From an optimization exercise on the open Yosys and OpenROAD flow, aimed at small area; shortcuts taken in it are not production practice. For this run, only the layout was checked, not whether the RTL still works.

## design/flow/design.v

```verilog
module ftsm_core (
    input  wire        clk,
    input  wire        rst,         
    input  wire        op_valid,
    output wire        op_ready,
    input  wire [23:0] op_word,
    output wire        eff_valid,
    input  wire        eff_ready,
    output wire [3:0]  eff_kind,
    output wire [15:0] eff_arg,
    output wire        done,
    output wire [15:0] ret_data
);
    localparam [7:0]  T_ECHO      = 8'd22;
    localparam [7:0]  T_RESP      = 8'd16;
    localparam [7:0]  T_IFT       = 8'd12;
    localparam [7:0]  T_BFT       = 8'd9;
    localparam [7:0]  T_RANDOMIZE = 8'd100;
    localparam [7:0]  T_PROG      = 8'd0;
    localparam [7:0]  BUS_FAULT_THRESHOLD = 8'd3;
    localparam [4:0] OP_NOP = 5'h00, OP_SUBMIT = 5'h01, OP_RESULT_READ = 5'h02,
                     OP_COMM_START = 5'h03, OP_COMM_ABORT = 5'h04,
                     OP_DT_GET = 5'h05, OP_DT_COUNT = 5'h06,
                     OP_TX_DONE = 5'h08, OP_RX_DONE = 5'h09, OP_RX_ERR = 5'h0A,
                     OP_RX_EDGE = 5'h0B, OP_FE_TIMEOUT = 5'h0C,
                     OP_CO_TIMEOUT = 5'h0D, OP_BUSMON_SAMPLE = 5'h0E;
    localparam [3:0] E_TX = 4'd1, E_RX = 4'd2, E_RX_STOP = 4'd3,
                     E_FE_START = 4'd4, E_FE_STOP = 4'd5,
                     E_CO_START = 4'd6, E_CO_STOP = 4'd7,
                     E_OBS = 4'd8, E_HOST_CB = 4'd9, E_FINISHED = 4'd10;
    localparam [2:0] FE_IDLE = 3'd0, FE_WTD = 3'd1, FE_WTE = 3'd2,
                     FE_WRD = 3'd3, FE_WIFT = 3'd4, FE_WBFT = 3'd5;
    localparam [3:0] CO_IDLE = 4'd0, CO_FIND = 4'd1, CO_SEND_INIT = 4'd2,
                     CO_WAIT_INIT = 4'd3, CO_SEND_RAND = 4'd4,
                     CO_WAIT_RAND = 4'd5, CO_SA_H = 4'd6, CO_SA_M = 4'd7,
                     CO_SA_L = 4'd8, CO_COMPARE = 4'd9, CO_PROG = 4'd10,
                     CO_WAIT_PROG = 4'd11, CO_WITHDRAW = 4'd12,
                     CO_TERMINATE = 4'd13, CO_ERROR = 4'd14, CO_EXIT = 4'd15;
    localparam [1:0] CL_NONE = 2'd0, CL_MAYBE = 2'd1, CL_REQUIRED = 2'd2,
                     CL_ILLEGAL = 2'd3;
    localparam [3:0] ST_OK_NONE = 4'd0, ST_OK_RESP = 4'd1, ST_OK_NORESP = 4'd2,
                     ST_TX_TIMEOUT = 4'd3, ST_NO_ECHO = 4'd4,
                     ST_ECHO_ERR = 4'd5, ST_RX_TIMEOUT = 4'd6,
                     ST_COLLISION = 4'd7, ST_ILLEGAL = 4'd8, ST_BUS_BAD = 4'd9;
    localparam [1:0] DEV_NOT_PRESENT = 2'd0, DEV_PRESENT = 2'd1,
                     DEV_COLLISION = 2'd2;
    localparam [7:0] C_TERMINATE = 8'hA1, C_INITIALISE = 8'hA5,
                     C_RANDOMISE = 8'hA7, C_COMPARE = 8'hA9,
                     C_WITHDRAW = 8'hAB, C_SEARCHADDRH = 8'hB1,
                     C_SEARCHADDRM = 8'hB3, C_SEARCHADDRL = 8'hB5,
                     C_PROGRAM_SHORT = 8'hB7, C_VERIFY_SHORT = 8'hB9,
                     C_QUERY_SHORT = 8'hBB, C_WRITE_MEM = 8'hC7,
                     C_QUERY_STATUS = 8'h90;
    localparam [2:0] P_IDLE = 3'd0, P_EXT = 3'd1, P_BEGIN = 3'd2,
                     P_EDONE = 3'd3, P_TXND = 3'd4, P_COENT = 3'd5,
                     P_DONE = 3'd6;
    reg [2:0]  fe_state;
    reg [15:0] fe_frame;
    reg [7:0]  fe_resp;
    reg [1:0]  fe_class;
    reg        fe_repeat_req, fe_repeated, fe_activity, fe_tmr_armed;
    reg [3:0]  fe_status;
    reg [7:0]  bm_count;
    reg        bm_fault;
    reg        td_state;            
    reg        td_owner;            
    reg        td_cb;
    reg        res_valid;
    reg [3:0]  res_status;
    reg [7:0]  res_resp;
    reg [3:0]  co_state;
    reg        co_full, co_abort, co_tmr_armed;
    reg [6:0]  co_index;
    reg [23:0] sw_cur, sw_min, sw_max, sw_prev;
    reg [7:0]  sw_found;
    reg        sw_special, sw_first, sw_prev_valid;
    reg [1:0]  dt [0:63];
    reg [2:0]  phase;
    reg [23:0] cur_op;              
    reg [15:0] pend_frame;          
    reg [15:0] ret_reg;
    reg [2:0]  eidx;                
    function [2:0] classify;        
        input [15:0] frame;
        reg [7:0] a, d;
        reg direct, special, bcast, is_qry, is_cfg;
        begin
            a = frame[15:8];
            d = frame[7:0];
            direct  = (a[7] == 1'b0);
            special = ((a[7:5] == 3'b101) || (a[7:5] == 3'b110)) && a[0];
            bcast   = (a[7:1] == 7'b1111111);
            is_qry  = (d >= 8'h90) && (d <= 8'hDF);
            is_cfg  = ((d >= 8'h20) && (d <= 8'h81)) ||
                      ((d >= 8'hE0) && (d <= 8'hE3));
            if (!a[0])
                classify = {CL_NONE, 1'b0};
            else if (special) begin
                if (a == C_COMPARE || a == C_WRITE_MEM)
                    classify[2:1] = CL_MAYBE;
                else if (a == C_QUERY_SHORT || a == C_VERIFY_SHORT)
                    classify[2:1] = CL_REQUIRED;
                else
                    classify[2:1] = CL_NONE;
                classify[0] = (a == C_INITIALISE) ||
                              (a == C_RANDOMISE && d == 8'h00);
            end else begin
                if (is_qry)
                    classify[2:1] = direct ? CL_REQUIRED : CL_ILLEGAL;
                else
                    classify[2:1] = CL_NONE;
                classify[0] = is_cfg && (direct || bcast);
            end
        end
    endfunction
    reg [6:0] dt_count;             
    reg [6:0] free_idx;             
    reg [6:0] coll_idx;             
    integer   k;
    always @* begin
        dt_count = 7'd0;
        free_idx = 7'd64;
        coll_idx = 7'd64;
        for (k = 63; k >= 0; k = k - 1) begin
            if (dt[k] == DEV_PRESENT)
                dt_count = dt_count + 7'd1;
            if (dt[k] == DEV_NOT_PRESENT)
                free_idx = k[6:0];
            if (dt[k] == DEV_COLLISION && k[6:0] >= co_index)
                coll_idx = k[6:0];
        end
    end
    reg [2:0]  n_eff;
    reg [19:0] e0, e1, e2, e3;      
    reg [2:0]  n_phase;
    reg [15:0] n_ret;
    reg [2:0]  n_fe_state;
    reg [15:0] n_fe_frame;
    reg [7:0]  n_fe_resp;
    reg [1:0]  n_fe_class;
    reg        n_fe_repeat_req, n_fe_repeated, n_fe_activity, n_fe_tmr_armed;
    reg [3:0]  n_fe_status;
    reg [7:0]  n_bm_count;
    reg        n_bm_fault;
    reg        n_td_state, n_td_owner, n_td_cb;
    reg        n_res_valid;
    reg [3:0]  n_res_status;
    reg [7:0]  n_res_resp;
    reg [3:0]  n_co_state;
    reg        n_co_full, n_co_abort, n_co_tmr_armed;
    reg [6:0]  n_co_index;
    reg [23:0] n_sw_cur, n_sw_min, n_sw_max, n_sw_prev;
    reg [7:0]  n_sw_found;
    reg        n_sw_special, n_sw_first, n_sw_prev_valid;
    reg [15:0] n_pend_frame;
    reg        dt_clear;            
    reg        dt_we;               
    reg [5:0]  dt_wi;
    reg [1:0]  dt_wv;
    reg [4:0]  op;
    reg        f;
    reg [15:0] p;
    reg [2:0]  cls;
    reg [3:0]  st;
    reg        answered;
    reg [7:0]  found_inc;
    reg [24:0] sum;
    reg [7:0]  sa_byte, sa_code, sa_prev;
    reg [3:0]  sa_next;
    task emit;
        input [3:0]  kind;
        input [15:0] arg;
        begin
            case (n_eff)
                3'd0: e0 = {kind, arg};
                3'd1: e1 = {kind, arg};
                3'd2: e2 = {kind, arg};
                default: e3 = {kind, arg};
            endcase
            n_eff = n_eff + 3'd1;
        end
    endtask
    task fe_goto;
        input [2:0] s;
        begin
            emit(E_OBS, {9'd0, fe_state, n_fe_status});
            n_fe_state = s;
        end
    endtask
    task fe_arm;
        input [7:0] d;
        begin
            emit(E_FE_START, {8'd0, d});
            n_fe_tmr_armed = 1'b1;
        end
    endtask
    task fe_disarm;
        begin
            if (fe_tmr_armed) emit(E_FE_STOP, 16'd0);
            n_fe_tmr_armed = 1'b0;
        end
    endtask
    task fe_finish;
        input [3:0] s;
        begin
            n_fe_status = s;
            emit(E_OBS, {9'd0, fe_state, s});
            n_fe_state = FE_IDLE;
            n_fe_tmr_armed = 1'b0;
            n_phase = P_EDONE;
        end
    endtask
    task fe_transmit;
        input [15:0] frame;
        begin
            emit(E_TX, frame);
            emit(E_RX, 16'd2);
        end
    endtask
    task co_submit;
        input [15:0] frame;
        input [3:0]  on_refuse;
        begin
            if (td_state) begin
                n_co_state = on_refuse;
                n_phase = P_COENT;
            end else begin
                n_td_owner = 1'b1;
                n_td_cb = 1'b1;
                n_fe_resp = 8'd0;
                n_td_state = 1'b1;
                n_pend_frame = frame;
                n_phase = P_BEGIN;
            end
        end
    endtask
    task co_enter;
        input [3:0] s;
        begin
            n_co_state = s;
            n_phase = P_COENT;
        end
    endtask
    always @* begin
        n_eff = 3'd0;
        e0 = 20'd0; e1 = 20'd0; e2 = 20'd0; e3 = 20'd0;
        n_phase = P_DONE;
        n_ret = ret_reg;
        n_fe_state = fe_state;       n_fe_frame = fe_frame;
        n_fe_resp = fe_resp;         n_fe_class = fe_class;
        n_fe_repeat_req = fe_repeat_req;
        n_fe_repeated = fe_repeated; n_fe_activity = fe_activity;
        n_fe_tmr_armed = fe_tmr_armed;
        n_fe_status = fe_status;
        n_bm_count = bm_count;       n_bm_fault = bm_fault;
        n_td_state = td_state;       n_td_owner = td_owner;
        n_td_cb = td_cb;
        n_res_valid = res_valid;     n_res_status = res_status;
        n_res_resp = res_resp;
        n_co_state = co_state;       n_co_full = co_full;
        n_co_abort = co_abort;       n_co_tmr_armed = co_tmr_armed;
        n_co_index = co_index;
        n_sw_cur = sw_cur;           n_sw_min = sw_min;
        n_sw_max = sw_max;           n_sw_prev = sw_prev;
        n_sw_found = sw_found;       n_sw_special = sw_special;
        n_sw_first = sw_first;       n_sw_prev_valid = sw_prev_valid;
        n_pend_frame = pend_frame;
        dt_clear = 1'b0;
        dt_we = 1'b0; dt_wi = 6'd0; dt_wv = 2'd0;
        op = cur_op[23:19];
        f  = cur_op[16];
        p  = cur_op[15:0];
        cls = 3'd0; st = 4'd0; answered = 1'b0; found_inc = 8'd0;
        sum = 25'd0;
        sa_byte = 8'd0; sa_code = 8'd0; sa_prev = 8'd0; sa_next = 4'd0;
        case (phase)
        P_EXT: begin
            n_ret = 16'd0;
            if (cur_op[18:17] == 2'b00) begin
                case (op)
                OP_SUBMIT: begin
                    if (!td_state) begin
                        n_td_owner = 1'b0;
                        n_td_cb = f;
                        n_fe_resp = 8'd0;
                        n_td_state = 1'b1;
                        n_pend_frame = p;
                        n_phase = P_BEGIN;
                        n_ret = 16'd1;
                    end
                end
                OP_RESULT_READ: begin
                    n_ret = {3'd0, res_valid, res_status, res_resp};
                    n_res_valid = 1'b0;
                end
                OP_COMM_START: begin
                    if (co_state == CO_IDLE) begin
                        n_co_full = f;
                        n_co_abort = 1'b0;
                        n_co_index = 7'd0;
                        if (f) begin
                            dt_clear = 1'b1;
                            co_enter(CO_SEND_INIT);
                        end else
                            co_enter(CO_FIND);
                        n_ret = 16'd1;
                    end
                end
                OP_COMM_ABORT: begin
                    if (co_state == CO_WAIT_RAND || co_state == CO_WAIT_PROG) begin
                        if (co_tmr_armed) emit(E_CO_STOP, 16'd0);
                        n_co_tmr_armed = 1'b0;
                        co_enter(CO_TERMINATE);
                        n_ret = 16'd1;
                    end else if (co_state != CO_IDLE && co_state != CO_TERMINATE) begin
                        n_co_abort = 1'b1;
                        n_ret = 16'd1;
                    end
                end
                OP_DT_GET: begin
                    n_ret = {14'd0, dt[p[5:0]]};
                end
                OP_DT_COUNT: begin
                    n_ret = {9'd0, dt_count};
                end
                OP_TX_DONE: begin
                    if (fe_state == FE_WTD) begin
                        fe_arm(T_ECHO);
                        fe_goto(FE_WTE);
                    end
                end
                OP_RX_DONE: begin
                    if (fe_state == FE_WTE) begin
                        fe_disarm;
                        if (p != fe_frame)
                            fe_finish(ST_ECHO_ERR);
                        else if (fe_class == CL_NONE) begin
                            n_fe_status = ST_OK_NONE;
                            fe_arm(T_IFT);
                            fe_goto(FE_WIFT);
                        end else begin
                            n_fe_activity = 1'b0;
                            emit(E_RX, 16'd1);
                            fe_arm(T_RESP);
                            fe_goto(FE_WRD);
                        end
                    end else if (fe_state == FE_WRD) begin
                        fe_disarm;
                        n_fe_resp = p[7:0];
                        n_fe_status = ST_OK_RESP;
                        fe_arm(T_BFT);
                        fe_goto(FE_WBFT);
                    end
                end
                OP_RX_ERR: begin
                    if (fe_state == FE_WTD)
                        fe_finish(ST_NO_ECHO);
                    else if (fe_state == FE_WTE) begin
                        fe_disarm;
                        fe_finish(ST_NO_ECHO);
                    end else if (fe_state == FE_WRD) begin
                        fe_disarm;
                        n_fe_status = fe_activity ? ST_COLLISION : ST_RX_TIMEOUT;
                        fe_arm(T_IFT);
                        fe_goto(FE_WIFT);
                    end
                end
                OP_RX_EDGE: begin
                    if (fe_state == FE_WRD)
                        n_fe_activity = 1'b1;
                end
                OP_FE_TIMEOUT: begin
                    if (fe_tmr_armed) begin
                        case (fe_state)
                        FE_WTE: begin
                            n_fe_tmr_armed = 1'b0;
                            emit(E_RX_STOP, 16'd0);
                            fe_finish(ST_TX_TIMEOUT);
                        end
                        FE_WRD: begin
                            n_fe_tmr_armed = 1'b0;
                            if (!fe_activity) begin
                                emit(E_RX_STOP, 16'd0);
                                fe_finish(fe_class == CL_MAYBE ? ST_OK_NORESP
                                                               : ST_RX_TIMEOUT);
                            end
                        end
                        FE_WIFT: begin
                            n_fe_tmr_armed = 1'b0;
                            if (fe_repeat_req && !fe_repeated) begin
                                n_fe_repeated = 1'b1;
                                fe_transmit(fe_frame);
                                fe_goto(FE_WTD);
                            end else
                                fe_finish(fe_status);
                        end
                        FE_WBFT: begin
                            n_fe_tmr_armed = 1'b0;
                            fe_finish(fe_status);
                        end
                        default: ;
                        endcase
                    end
                end
                OP_CO_TIMEOUT: begin
                    if (co_tmr_armed) begin
                        n_co_tmr_armed = 1'b0;
                        if (co_state == CO_WAIT_RAND)
                            co_enter(CO_SA_H);
                        else if (co_state == CO_WAIT_PROG)
                            co_enter(CO_WITHDRAW);
                    end
                end
                OP_BUSMON_SAMPLE: begin
                    if (f) begin
                        n_bm_count = (bm_count == 8'd255) ? 8'd255 : bm_count + 8'd1;
                        if (n_bm_count >= BUS_FAULT_THRESHOLD)
                            n_bm_fault = 1'b1;
                    end else begin
                        n_bm_count = 8'd0;
                        n_bm_fault = 1'b0;
                    end
                end
                default: ;       
                endcase
            end
        end
        P_BEGIN: begin
            n_fe_frame = pend_frame;
            n_fe_status = ST_OK_NONE;
            n_fe_repeated = 1'b0;
            n_fe_activity = 1'b0;
            if (bm_fault)
                fe_finish(ST_BUS_BAD);
            else begin
                cls = classify(pend_frame);
                n_fe_class = cls[2:1];
                n_fe_repeat_req = cls[0];
                if (cls[2:1] == CL_ILLEGAL)
                    fe_finish(ST_ILLEGAL);
                else begin
                    fe_transmit(pend_frame);
                    fe_goto(FE_WTD);
                end
            end
        end
        P_EDONE: begin
            n_td_state = 1'b0;
            if (td_owner)
                n_phase = P_TXND;
            else if (td_cb)
                emit(E_HOST_CB, {4'd0, fe_status, fe_resp});
            else begin
                n_res_status = fe_status;
                n_res_resp = fe_resp;
                n_res_valid = 1'b1;
            end
        end
        P_TXND: begin
            st = fe_status;
            if (co_abort && co_state != CO_TERMINATE)
                co_enter(CO_TERMINATE);
            else begin
                case (co_state)
                CO_FIND: begin
                    if (st == ST_OK_RESP || st == ST_COLLISION) begin
                        dt_we = 1'b1;
                        dt_wi = co_index[5:0];
                        dt_wv = (st == ST_OK_RESP) ? DEV_PRESENT : DEV_COLLISION;
                        if (co_index + 7'd1 < 7'd64) begin
                            n_co_index = co_index + 7'd1;
                            co_enter(CO_FIND);
                        end else begin
                            n_co_index = 7'd0;
                            co_enter(CO_SEND_INIT);
                        end
                    end else
                        co_enter(CO_ERROR);
                end
                CO_WAIT_INIT: begin
                    if (st != ST_OK_NONE)
                        co_enter(CO_ERROR);
                    else if (co_full)
                        co_enter(CO_SEND_RAND);
                    else begin
                        n_co_index = co_index + 7'd1;
                        co_enter(CO_SEND_INIT);
                    end
                end
                CO_SEND_RAND: begin
                    if (st != ST_OK_NONE) co_enter(CO_ERROR);
                    else                  co_enter(CO_WAIT_RAND);
                end
                CO_SA_H: begin
                    if (st != ST_OK_NONE) co_enter(CO_ERROR);
                    else                  co_enter(CO_SA_M);
                end
                CO_SA_M: begin
                    if (st != ST_OK_NONE) co_enter(CO_ERROR);
                    else                  co_enter(CO_SA_L);
                end
                CO_SA_L: begin
                    if (st != ST_OK_NONE) co_enter(CO_ERROR);
                    else                  co_enter(CO_COMPARE);
                end
                CO_COMPARE: begin
                    answered = (st == ST_OK_RESP) || (st == ST_COLLISION);
                    if (!answered && st != ST_OK_NORESP)
                        co_enter(CO_ERROR);
                    else begin
                        found_inc = sw_found;
                        if (answered && sw_found != 8'd255)
                            found_inc = sw_found + 8'd1;
                        n_sw_found = found_inc;
                        if (sw_min == sw_max) begin
                            if (sw_first && found_inc == 8'd0 && !sw_special) begin
                                n_sw_cur = sw_cur + 24'd1;
                                n_sw_special = 1'b1;
                                co_enter(CO_SA_H);
                            end else if (found_inc == 8'd1)
                                co_enter(CO_PROG);
                            else
                                co_enter(CO_TERMINATE);
                        end else begin
                            if (answered)
                                n_sw_max = sw_cur;
                            else
                                n_sw_min = sw_cur + 24'd1;
                            sum = {1'b0, n_sw_min} + {1'b0, n_sw_max};
                            n_sw_cur = sum[24:1];
                            n_sw_found = 8'd0;
                            co_enter(CO_SA_H);
                        end
                    end
                end
                CO_PROG: begin
                    if (st != ST_OK_NONE) co_enter(CO_ERROR);
                    else                  co_enter(CO_WAIT_PROG);
                end
                CO_WITHDRAW: begin
                    if (st != ST_OK_NONE)
                        co_enter(CO_ERROR);
                    else begin
                        n_sw_min = sw_cur;
                        n_sw_max = 24'hFFFFFF;
                        sum = {1'b0, sw_cur} + 25'h0FFFFFF;
                        n_sw_cur = sum[24:1];
                        n_sw_found = 8'd0;
                        n_sw_special = 1'b0;
                        n_sw_first = 1'b0;
                        co_enter(CO_SA_H);
                    end
                end
                CO_TERMINATE: co_enter(CO_EXIT);
                default: ;
                endcase
            end
        end
        P_COENT: begin
            case (co_state)
            CO_FIND:
                co_submit({1'b0, co_index[5:0], 1'b1, C_QUERY_STATUS}, CO_ERROR);
            CO_SEND_INIT: begin
                if (co_full) begin
                    n_co_state = CO_WAIT_INIT;
                    co_submit({C_INITIALISE, 8'h00}, CO_ERROR);
                end else if (coll_idx == 7'd64)
                    co_enter(CO_SEND_RAND);
                else begin
                    n_co_index = coll_idx;
                    n_co_state = CO_WAIT_INIT;
                    co_submit({C_INITIALISE, 1'b0, coll_idx[5:0], 1'b1}, CO_ERROR);
                end
            end
            CO_SEND_RAND: begin
                n_sw_min = 24'h000000;
                n_sw_max = 24'hFFFFFF;
                n_sw_cur = 24'h7FFFFF;
                n_sw_found = 8'd0;
                n_sw_special = 1'b0;
                n_sw_first = 1'b1;
                n_sw_prev_valid = 1'b0;
                co_submit({C_RANDOMISE, 8'h00}, CO_ERROR);
            end
            CO_WAIT_RAND: begin
                emit(E_CO_START, {8'd0, T_RANDOMIZE});
                n_co_tmr_armed = 1'b1;
            end
            CO_SA_H, CO_SA_M, CO_SA_L: begin
                case (co_state)
                CO_SA_H: begin
                    sa_code = C_SEARCHADDRH; sa_byte = sw_cur[23:16];
                    sa_prev = sw_prev[23:16]; sa_next = CO_SA_M;
                end
                CO_SA_M: begin
                    sa_code = C_SEARCHADDRM; sa_byte = sw_cur[15:8];
                    sa_prev = sw_prev[15:8]; sa_next = CO_SA_L;
                end
                default: begin
                    sa_code = C_SEARCHADDRL; sa_byte = sw_cur[7:0];
                    sa_prev = sw_prev[7:0]; sa_next = CO_COMPARE;
                end
                endcase
                if (!sw_prev_valid || sa_byte != sa_prev)
                    co_submit({sa_code, sa_byte}, CO_ERROR);
                else
                    co_enter(sa_next);
            end
            CO_COMPARE: begin
                n_sw_prev = sw_cur;
                n_sw_prev_valid = 1'b1;
                co_submit({C_COMPARE, 8'h00}, CO_ERROR);
            end
            CO_PROG: begin
                if (free_idx == 7'd64)
                    co_enter(CO_TERMINATE);
                else begin
                    dt_we = 1'b1;
                    dt_wi = free_idx[5:0];
                    dt_wv = DEV_PRESENT;
                    n_co_index = free_idx;
                    co_submit({C_PROGRAM_SHORT, 1'b0, free_idx[5:0], 1'b1}, CO_ERROR);
                end
            end
            CO_WAIT_PROG: begin
                if (T_PROG == 8'd0)
                    co_enter(CO_WITHDRAW);
                else begin
                    emit(E_CO_START, {8'd0, T_PROG});
                    n_co_tmr_armed = 1'b1;
                end
            end
            CO_WITHDRAW:
                co_submit({C_WITHDRAW, 8'h00}, CO_ERROR);
            CO_TERMINATE: begin
                n_co_abort = 1'b0;
                co_submit({C_TERMINATE, 8'h00}, CO_EXIT);
            end
            CO_ERROR:
                co_enter(CO_EXIT);
            CO_EXIT: begin
                if (co_tmr_armed) emit(E_CO_STOP, 16'd0);
                n_co_tmr_armed = 1'b0;
                emit(E_FINISHED, 16'd0);
                n_co_state = CO_IDLE;
            end
            default: ;
            endcase
        end
        default: ;
        endcase
    end
    wire       busy_step = (phase != P_IDLE) && (phase != P_DONE);
    wire [19:0] cur_eff = (eidx == 3'd0) ? e0 :
                          (eidx == 3'd1) ? e1 :
                          (eidx == 3'd2) ? e2 : e3;
    wire       emitting = busy_step && (eidx < n_eff);
    wire       commit   = busy_step && (eidx == n_eff ||
                          (eidx + 3'd1 == n_eff && eff_ready));
    assign eff_valid = emitting;
    assign eff_kind  = emitting ? cur_eff[19:16] : 4'd0;
    assign eff_arg   = emitting ? cur_eff[15:0] : 16'd0;
    assign op_ready  = (phase == P_IDLE);
    assign done      = (phase == P_DONE);
    assign ret_data  = (phase == P_DONE) ? ret_reg : 16'd0;
    integer i;
    always @(posedge clk) begin
        if (rst) begin
            phase <= P_IDLE;
            cur_op <= 24'd0;
            pend_frame <= 16'd0;
            ret_reg <= 16'd0;
            eidx <= 3'd0;
            fe_state <= FE_IDLE;     fe_frame <= 16'd0;
            fe_resp <= 8'd0;         fe_class <= CL_NONE;
            fe_repeat_req <= 1'b0;   fe_repeated <= 1'b0;
            fe_activity <= 1'b0;     fe_tmr_armed <= 1'b0;
            fe_status <= 4'd0;
            bm_count <= 8'd0;        bm_fault <= 1'b0;
            td_state <= 1'b0;        td_owner <= 1'b0;
            td_cb <= 1'b0;
            res_valid <= 1'b0;       res_status <= 4'd0;
            res_resp <= 8'd0;
            co_state <= CO_IDLE;     co_full <= 1'b0;
            co_abort <= 1'b0;        co_tmr_armed <= 1'b0;
            co_index <= 7'd0;
            sw_cur <= 24'd0;         sw_min <= 24'd0;
            sw_max <= 24'd0;         sw_prev <= 24'd0;
            sw_found <= 8'd0;        sw_special <= 1'b0;
            sw_first <= 1'b0;        sw_prev_valid <= 1'b0;
            for (i = 0; i < 64; i = i + 1)
                dt[i] <= DEV_NOT_PRESENT;
        end else begin
            case (phase)
            P_IDLE: begin
                if (op_valid) begin
                    cur_op <= op_word;
                    phase <= P_EXT;
                end
            end
            P_DONE: phase <= P_IDLE;
            default: begin
                if (emitting && eff_ready)
                    eidx <= eidx + 3'd1;
                if (commit) begin
                    eidx <= 3'd0;
                    phase <= n_phase;
                    ret_reg <= n_ret;
                    fe_state <= n_fe_state;       fe_frame <= n_fe_frame;
                    fe_resp <= n_fe_resp;         fe_class <= n_fe_class;
                    fe_repeat_req <= n_fe_repeat_req;
                    fe_repeated <= n_fe_repeated; fe_activity <= n_fe_activity;
                    fe_tmr_armed <= n_fe_tmr_armed;
                    fe_status <= n_fe_status;
                    bm_count <= n_bm_count;       bm_fault <= n_bm_fault;
                    td_state <= n_td_state;       td_owner <= n_td_owner;
                    td_cb <= n_td_cb;
                    res_valid <= n_res_valid;     res_status <= n_res_status;
                    res_resp <= n_res_resp;
                    co_state <= n_co_state;       co_full <= n_co_full;
                    co_abort <= n_co_abort;       co_tmr_armed <= n_co_tmr_armed;
                    co_index <= n_co_index;
                    sw_cur <= n_sw_cur;           sw_min <= n_sw_min;
                    sw_max <= n_sw_max;           sw_prev <= n_sw_prev;
                    sw_found <= n_sw_found;       sw_special <= n_sw_special;
                    sw_first <= n_sw_first;       sw_prev_valid <= n_sw_prev_valid;
                    pend_frame <= n_pend_frame;
                    if (dt_clear) begin
                        for (i = 0; i < 64; i = i + 1)
                            dt[i] <= DEV_NOT_PRESENT;
                    end else if (dt_we)
                        dt[dt_wi] <= dt_wv;
                end
            end
            endcase
        end
    end
endmodule
```

## design/flow/run.sh

```bash
#!/bin/bash
# synth_recipe.tcl (not shown) runs the flow's synth.tcl, then flattens the netlist and writes it again
# the make line also repeats each setting of config.mk as NAME=value (left out here)
make -C /OpenROAD-flow-scripts/flow DESIGN_CONFIG=/design/flow/config.mk WORK_HOME=/design/flow/orfs CLKGATE_MAP_FILE= SYNTH_SCRIPT=/design/flow/synth_recipe.tcl finish
```

## design/flow/config.mk

```make
export PLATFORM = sky130hd
export DESIGN_NAME = ftsm_core
export DESIGN_NICKNAME = ftsm_core
export VERILOG_FILES = /design/flow/design.v
export SDC_FILE = /design/flow/constraint.sdc
export NUM_CORES = 4
export LEC_CHECK = 0
export CAP_MARGIN = 20
export CORE_MARGIN = 2
export CORE_UTILIZATION = 40
export PLACE_DENSITY = 0.6
export SLEW_MARGIN = 20
```

## design/flow/constraint.sdc

```tcl
create_clock -name core_clock -period 45.0 [get_ports {clk}]
set_input_delay 9.0000 -clock core_clock [delete_from_list [all_inputs] [get_ports {clk}]]
set_output_delay 9.0000 -clock core_clock [all_outputs]
set_load 0.01 [all_outputs]
```

==> results.txt <==
[cells in the mapped netlist (all sizes together), types with 12 or more instances]
master | instances | area, µm²
or2 | 65 | 407
a31oi | 88 | 551
o211ai | 39 | 293
dfxtp | 248 | 4960
xnor2 | 328 | 3200
nand2 | 624 | 2340
mux2i | 89 | 898
inv | 132 | 495
mux4 | 42 | 946
nand2b | 104 | 651
nor3 | 192 | 961
edfxtp | 128 | 3840
o21a | 23 | 173
ha | 107 | 1340
o22ai | 53 | 332
nor4 | 38 | 244
nor3b | 25 | 188
a211oi | 49 | 373
nand4 | 54 | 338
o21ai | 358 | 1790
or3 | 32 | 200
a311oi | 24 | 210
o2111ai | 19 | 166
a21boi | 22 | 165
and2 | 54 | 338
o221ai | 13 | 114
a211o | 13 | 114
nand3 | 138 | 691
xnor3 | 35 | 801
a221oi | 21 | 184
a22oi | 41 | 308
nor2 | 728 | 2740
buf | 38 | 184
o31ai | 34 | 255
a41oi | 12 | 105
a21o | 23 | 173
a21oi | 433 | 2170
nor2b | 103 | 652
and3 | 43 | 269
nand3b | 40 | 300
xor2 | 125 | 1160
clkbuf | 299 | 1120
[metrics by stage]
stage	instance area [µm²]	utilization	hold WS (ns)
after floorplan	38700	-	0.432
after global placement	40100	0.417	0.443
after detailed placement	40100	0.417	0.447
after CTS	41600	0.432	0.454
after global routing	41700	0.433	0.468
final	41700	0.433	0.454
[cells in the final DEF, fill, tap and decap left out, types with 87 or more instances in the layout]
| master | count |
|---|---|
| nor2_1 | 725 |
| nand2_1 | 622 |
| a21oi_1 | 431 |
| o21ai_0 | 350 |
| xnor2_1 | 296 |
| dfxtp_1 | 246 |
| nor3_1 | 191 |
| nand3_1 | 138 |
| inv_1 | 129 |
| edfxtp_1 | 128 |
| xor2_1 | 118 |
| ha_1 | 107 |
| nand2b_1 | 104 |
| nor2b_1 | 102 |
| mux2i_1 | 87 |
[critical path: cells and delay by family, from the launching register on]
kind / cells / cell delay, ns
compound gates: 72 / 15.69
xor+xnor: 24 / 4.59
simple gates: 48 / 7.51
flops: 1 / 0.43
fa+ha+maj: 30 / 9.02
mux: 6 / 1.31
buf+inv: 12 / 1.16
[worst paths after layout]
| kind | endpoint | slack, ns | cells past startpoint |
|---|---|---|---|
| max | ret_reg[6] | 5.11 | 192 |
| min | sw_prev[12] | 0.45 | 2 |
| max reg2reg | ret_reg[6] | 5.11 | 192 |
| min reg2reg | sw_prev[12] | 0.45 | 2 |
[area by class of cell]
class / count / area (µm²)
clock buffers: 60 / 1270
clock inverters: 23 / 200
fillers: 9957 / 54600
inverters: 134 / 503
multi-input cells: 4434 / 28200
flip-flops and latches: 376 / 8810
well taps: 1276 / 1600
repair buffers: 120 / 1080
[metal layers]
layer / vias to the layer above / GRT usage / part of all wire
met5: - / 0 / 0
met2: 1465 / 0.413 / 0.46
met1: 18200 / 0.345 / 0.45
met4: 0 / 0.0659 / 0.024
li1: 18600 / - / -
met3: 215 / 0.0273 / 0.068
[logic make-up after synthesis]
group,Yosys count,share of synthesized area
AO/OA/AOI/OAI,1378,0.220
XOR/XNOR,494,0.137
adder cells (fa/ha/maj),114,0.0367
buffers and inverters,471,0.0468
flip-flops,376,0.228
multiplexers,142,0.0509
other,1,0.0000969
AND/OR/NAND/NOR,2303,0.281
==> flow_summary.ini <==
[route]
wire_per_inst_um = 19.9
dr.pass1.iters = 6
drc = 0
vias_per_cell = 5.98
routed-via-count = 38400
totalWireLength_mm = 128
drtIter0Drc = 4024
postRouteAntennaNets = 0

[final_layout]
num_antenna_cells = 0
layout.cells.non_filler = 6423
fin_nets = 5249
area_growth_pct = 7.66
drive_gt1_frac = 0.0676
regMostFlops = dt
largest_register_ffs = 128

[cts]
clock_latency_ns = 0.61
cts.clk_slew.worst_paths_ns = 0.06
cts-buffers-inserted = 47
cts_tree = yes
clock-root-buffer = clkbuf_16
htree_levels = 2
clockBufferDepth = 3
hold_buffers = 0
cts_sinks = 376
cts_resized = 0
post_cts_buffers = 0

[critical_path]
crit_start = dt[63][0]
crit_slowest_cell = o41ai_1
worstPathArrival_ns = 40.34
worst_path_most_repeated_cell = ha_1
regToRegStartpoint = dt[63][0]
slowest_delay_ns = 0.67
critical_path_class = reg -> reg
cp_max_fo = 7
cp_data_required_time_ns = 45.45
cp-end-kind = flop
startpoint_type = flop

[synthesis]
synth_top_flop_cell = dfxtp_1
ys_ff_latch = 376
synth-async-reset-ratio = 0
syn-cell-area_um2 = 38700
ys_seq_area_frac = 0.228
synth-edff-count = 128
syn_avg_cell_area_um2 = 7.33
ys_types = 101
ys_warn_count = 1
syn_inst = 5279

[timing]
fin_crit_sh = 0.886
slew_headroom = 0.253
worst_pin_slew_ns = 1.11
maxSlewViolCount = 0
setup_viol = 0
setup_tns_ns = 0
period_needed_ns = 39.89
hold_viol_final = 0
max_freq_ghz = 0.0251
finClkSkew_ns = 0.0282
grt_setup_unrepaired = false
fin_ws_ns = 5.11

[die]
die_y_um = 315
dieArea_um2 = 99200
core_area_um2 = 96300
initial_core_util = 0.402
io-pin-count = 67
die_x_um = 315
rows = 114

[run]
drv_cap = 0

[global_routing]
grt_pass1_wl_mm = 202
grt_max_degree = 82
grt.overflow.total = 0
grt_pass1_vias = 36000
gr-usage-all-layers = 0.250
antenna_found_initial = 0

[placed_design]
port_buffers = 63
post-place-ws_ns = 5.71
post-dp-hpwl_mm = 94.1
gp_congestion = 0.994
dp_cells = 6339

[status]
status = no timing/DRC/antenna violations

[worst_hold_path]
hp-class = reg -> reg
hold_start = sw_prev[12]

## separate check: timing with driven ports
The flow's constraints put no driver on any port. The routed layout listed below was extracted and timed again, unchanged, in two steps.
Step 1: set_driving_cell puts a clkbuf_16 on clk and a buf_2 on each other input, an assumption about the parent block.
Step 2 also shifts input and output timing later by t, the mid clock arrival at the registers, as if the neighbouring blocks saw the same clock.
Three values: ideal ports, drivers, drivers and shift; two values: the first two.
shift t [ns]: 0.670
setup WS [ns]: 5.110 / 5.110 / 5.110
hold WS [ns]: 0.454 / 0.454 / 0.454
worst register clock-pin slew, ns: 0.07 / 0.07
After both steps setup and hold are still met in this run. For this run, drivers alone change the setup slack by 0.000 ns; drivers and shift together by 0.000 ns.
